Background: an optimization exercise with open tools, aiming at small area. Do not read the settings as production practice. The RTL was checked by simulation tests, not by an equivalence proof against the original design. No activity file was given, so power comes from the tool's default toggle rates.

Design scfd, start of the top module:
module scfd #(
    parameter MAX_FRAME = 128,
    parameter T_SETTLE  = 16
) (
    input  wire       clk,
    input  wire       rst,
    input  wire       rx_valid,
    input  wire [7:0] rx_data,
    output wire       tx_valid,
    output wire [7:0] tx_data,
    input  wire       tx_ready,
    output wire       bus_cs,
    output wire       bus_valid,
    output wire       bus_we,
    output wire [7:0] bus_wdata,
    input  wire       bus_ready,
    input  wire [7:0] bus_rdata,
    input  wire       bus_fail
);
Settings: LEC_CHECK=0, ABC_AREA=1, CAP_MARGIN=20, CORE_MARGIN=2, CORE_UTILIZATION=75, CTS_BUF_LIST=sky130_fd_sc_hd__clkbuf_8, CTS_CLUSTER_DIAMETER=40, CTS_CLUSTER_SIZE=14, PLACE_DENSITY=0.85, SLEW_MARGIN=20; clock period 10.0 ns.
standard.sh (not shown) runs the stock make flow with config.mk's settings and CLKGATE_MAP_FILE= SYNTH_SCRIPT=/design/flow/synth_recipe.tcl, a recipe that flattens the netlist after the stock synthesis.
==> flow/flow/run.sh <==
#!/bin/bash
# Standard layout, except that the port buffers are the smallest buffer
# (sky130_fd_sc_hd__buf_1) instead of the one buffer_ports picks by default.
set -euo pipefail
export BUFFER_PORTS_ARGS="-buffer_cell sky130_fd_sc_hd__buf_1"
bash standard.sh > standard_flow.log 2>&1
Then changed:
--- a/flow/design.v
+++ b/flow/design.v
@@ -186,23 +186,22 @@
     reg  [1:0]  kind;
     reg         ones, rd1;
     reg  [15:0] addr;
     reg  [6:0]  cnt;
     reg  [6:0]  tmr;
     reg         bad, mism;
     reg  [7:0]  csum;
     reg  [7:0]  h;
     reg  [6:0]  dp;           
     reg  [8*L-1:0] ra, rb;
-    wire        rd_at = (dp[4:0] == 5'd31) || (dp == LAST);
-    wire [6:0]  rpos  = (dp[6:5] == 2'd3) ? LAST : {dp[6:5], 5'd31};
-    wire [7:0]  tail  = wsel ? ra[8*rpos +: 8] : rb[8*rpos +: 8];
+    wire [7:0]  tail = wsel ? ra[8*L-1 -: 8] : rb[8*L-1 -: 8];   
+    wire rd_at   = (dp == LAST);                   
     wire wr_at   = (dp[2:0] == 3'd0);              
     wire hwr     = (st == S_RW) && wr_at;          
     wire done_x  = (tmr == cnt);                   
     wire has_pay = bad || (kind == K_NACK) || (kind == K_RD && cnt != 7'd0);
     wire err_pay = bad || (kind == K_NACK);
     wire d_stall = ((st == S_FETCH || st == S_TF || st == S_CMP) && rd_at) || hwr;
     wire [6:0]  ad_a   = hand_off ? pc_n : dp;
     wire [6:0]  ad_b   = hand_off ? d_cnt - {3'd0, occ_w} : cnt;
     wire [7:0]  dp_sum = {1'b0, ad_a} + {1'b0, ad_b};
     wire [6:0]  dp_add = (dp_sum >= L) ? dp_sum - L : dp_sum[6:0];
The new run produced a clean layout.
Cell area decreases by 0.83%.
Clock skew decreases by 0.0056 ns.
Non-clock buffer count decreases by 8.
Critical path depth decreases by 9.
Sequential share of layout area increases by 0.64 points.

--- another note on this design; it stands on its own ---

// scfd
module scfd #(
    parameter MAX_FRAME = 128,
    parameter T_SETTLE  = 16
) (
    input  wire       clk,
    input  wire       rst,
    input  wire       rx_valid,
    input  wire [7:0] rx_data,
    output wire       tx_valid,
    output wire [7:0] tx_data,
    input  wire       tx_ready,
    output wire       bus_cs,
    output wire       bus_valid,
    output wire       bus_we,
    output wire [7:0] bus_wdata,
    input  wire       bus_ready,
    input  wire [7:0] bus_rdata,
    input  wire       bus_fail
);
Size in the first run: roughly 2100 flip-flops, roughly 42 I/O pins, about 0.053 mm2 of cells after synthesis.
clock: 10.0 ns
lec_check: 0
abc_area: 1
cap_margin: 20
core_margin: 2
core_utilization: 75
cts_buf_list: sky130_fd_sc_hd__clkbuf_8
cts_cluster_diameter: 40
cts_cluster_size: 14
place_density: 0.85
slew_margin: 20
standard.sh (not shown) runs the stock make flow with config.mk's settings and CLKGATE_MAP_FILE= SYNTH_SCRIPT=/design/flow/synth_recipe.tcl, a recipe that flattens the netlist after the stock synthesis.
==> flow/flow/run.sh <==
#!/bin/bash
set -euo pipefail
export BUFFER_PORTS_ARGS="-buffer_cell sky130_fd_sc_hd__buf_1"
export CTS_ARGS="-sink_clustering_enable -repair_clock_nets -sink_clustering_size 15 -sink_clustering_max_diameter 45 -buf_list sky130_fd_sc_hd__clkbuf_8 -dont_use_dummy_load"
bash standard.sh > standard_flow.log 2>&1
The baseline finished clean.
Edit:
==> flow/flow/run.sh (replaced) <==
#!/bin/bash
set -euo pipefail
export BUFFER_PORTS_ARGS="-buffer_cell sky130_fd_sc_hd__buf_1"
export CTS_ARGS="-sink_clustering_enable -repair_clock_nets -sink_clustering_size 18 -sink_clustering_max_diameter 50 -buf_list sky130_fd_sc_hd__clkbuf_8 -dont_use_dummy_load"
bash standard.sh > standard_flow.log 2>&1
Via count falls by 1.4%.
First-iteration DRC count rises by 1.7%.
Count of clock-buffer cells in the layout falls by 25.
Global-route usage falls by 0.75 points.
Edit:
==> flow/flow/run.sh (replaced) <==
#!/bin/bash
set -euo pipefail
export BUFFER_PORTS_ARGS="-buffer_cell sky130_fd_sc_hd__buf_1"
export CTS_ARGS="-sink_clustering_enable -repair_clock_nets -sink_clustering_size 16 -sink_clustering_max_diameter 50 -buf_list sky130_fd_sc_hd__clkbuf_8 -dont_use_dummy_load"
bash standard.sh > standard_flow.log 2>&1
The new run passed the timing, DRC and antenna checks; maximum frequency is about the same; synthesized cell count does not change; clock-buffer cell count came out higher by 12; via count came out higher by 0.79%; core utilization came out higher by 0.24 points; die area stays the same; area after synthesis is unchanged; first-iteration DRC count came out lower by 0.71%; clock power came out higher by about 4%; cell count barely changes.
Edit:
==> flow/flow/run.sh (replaced) <==
#!/bin/bash
# The standard layout (bash standard.sh, the standard flow's own ORFS flow), with two
# changes:
#  - the port buffers are the smallest buffer (sky130_fd_sc_hd__buf_1)
#    instead of the one buffer_ports picks by default;
#  - clock tree synthesis adds no dummy loads. Its other arguments are the
#    ones cts.tcl builds from config.mk (clkbuf_8, clusters of up to 18
#    sinks within 50 um).
# The whole output of the standard flow goes to standard_flow.log here; ORFS
# keeps each step's log under orfs/logs/.
set -euo pipefail
export BUFFER_PORTS_ARGS="-buffer_cell sky130_fd_sc_hd__buf_1"
export CTS_ARGS="-sink_clustering_enable -repair_clock_nets -sink_clustering_size 18 -sink_clustering_max_diameter 50 -buf_list sky130_fd_sc_hd__clkbuf_8 -dont_use_dummy_load"
bash standard.sh > standard_flow.log 2>&1
--- a/flow/config.mk
+++ b/flow/config.mk
@@ -13,2 +13,2 @@
-export CTS_CLUSTER_DIAMETER = 40
-export CTS_CLUSTER_SIZE = 14
+export CTS_CLUSTER_DIAMETER = 50
+export CTS_CLUSTER_SIZE = 18
After rerunning: The changed run produced a clean layout. First-iteration DRC count grows by 0.71%. Clock power drops by about 4%. Power drops by 1.1%. Worst hold slack improved by 0.0070 ns. Wire length stays flat. Worst setup slack improved by 0.0092 ns. Design area hardly moves. Non-clock buffer count stays the same.

## re-timing with driven ports
The flow's constraints put no driver on any port. The routed layouts listed below were extracted and timed again, unchanged, in two steps.
Step 1 assumes that a clkbuf_16 drives the clock port and a buf_2 every other input.
Step 2 moves the port delays by t, midway between the first and last clock arrival at a register: inputs arrive t later, outputs are due t later. That takes back most of the time a late clock gives input paths.
Slacks: ideal ports / drivers / drivers and shift; pairs: ideal ports / drivers.
| run | t (ns) | setup WS [ns] | clock arrival spread, ns |
|---|---|---|---|
| the first run of note 1 | 0.911 | 3.788 / 3.788 / 3.460 | 0.063 / 0.063 |
| the second run of note 1 | 0.922 | 3.382 / 3.382 / 3.272 | 0.057 / 0.057 |
| the first run of note 2 | 0.836 | 3.971 / 4.016 / 3.180 | 0.153 / 0.154 |
| the second run of note 2 | 0.833 | 3.995 / 4.039 / 3.206 | 0.153 / 0.154 |
| the third run of note 2 | 0.853 | 3.986 / 4.022 / 3.169 | 0.123 / 0.123 |
| the fourth run of note 2 | 0.833 | 3.995 / 4.039 / 3.206 | 0.153 / 0.154 |
After both steps every run listed still meets setup and hold. For the third run of note 2, which loses most, drivers alone change the setup slack by +0.036 ns; drivers and shift together by -0.817 ns.
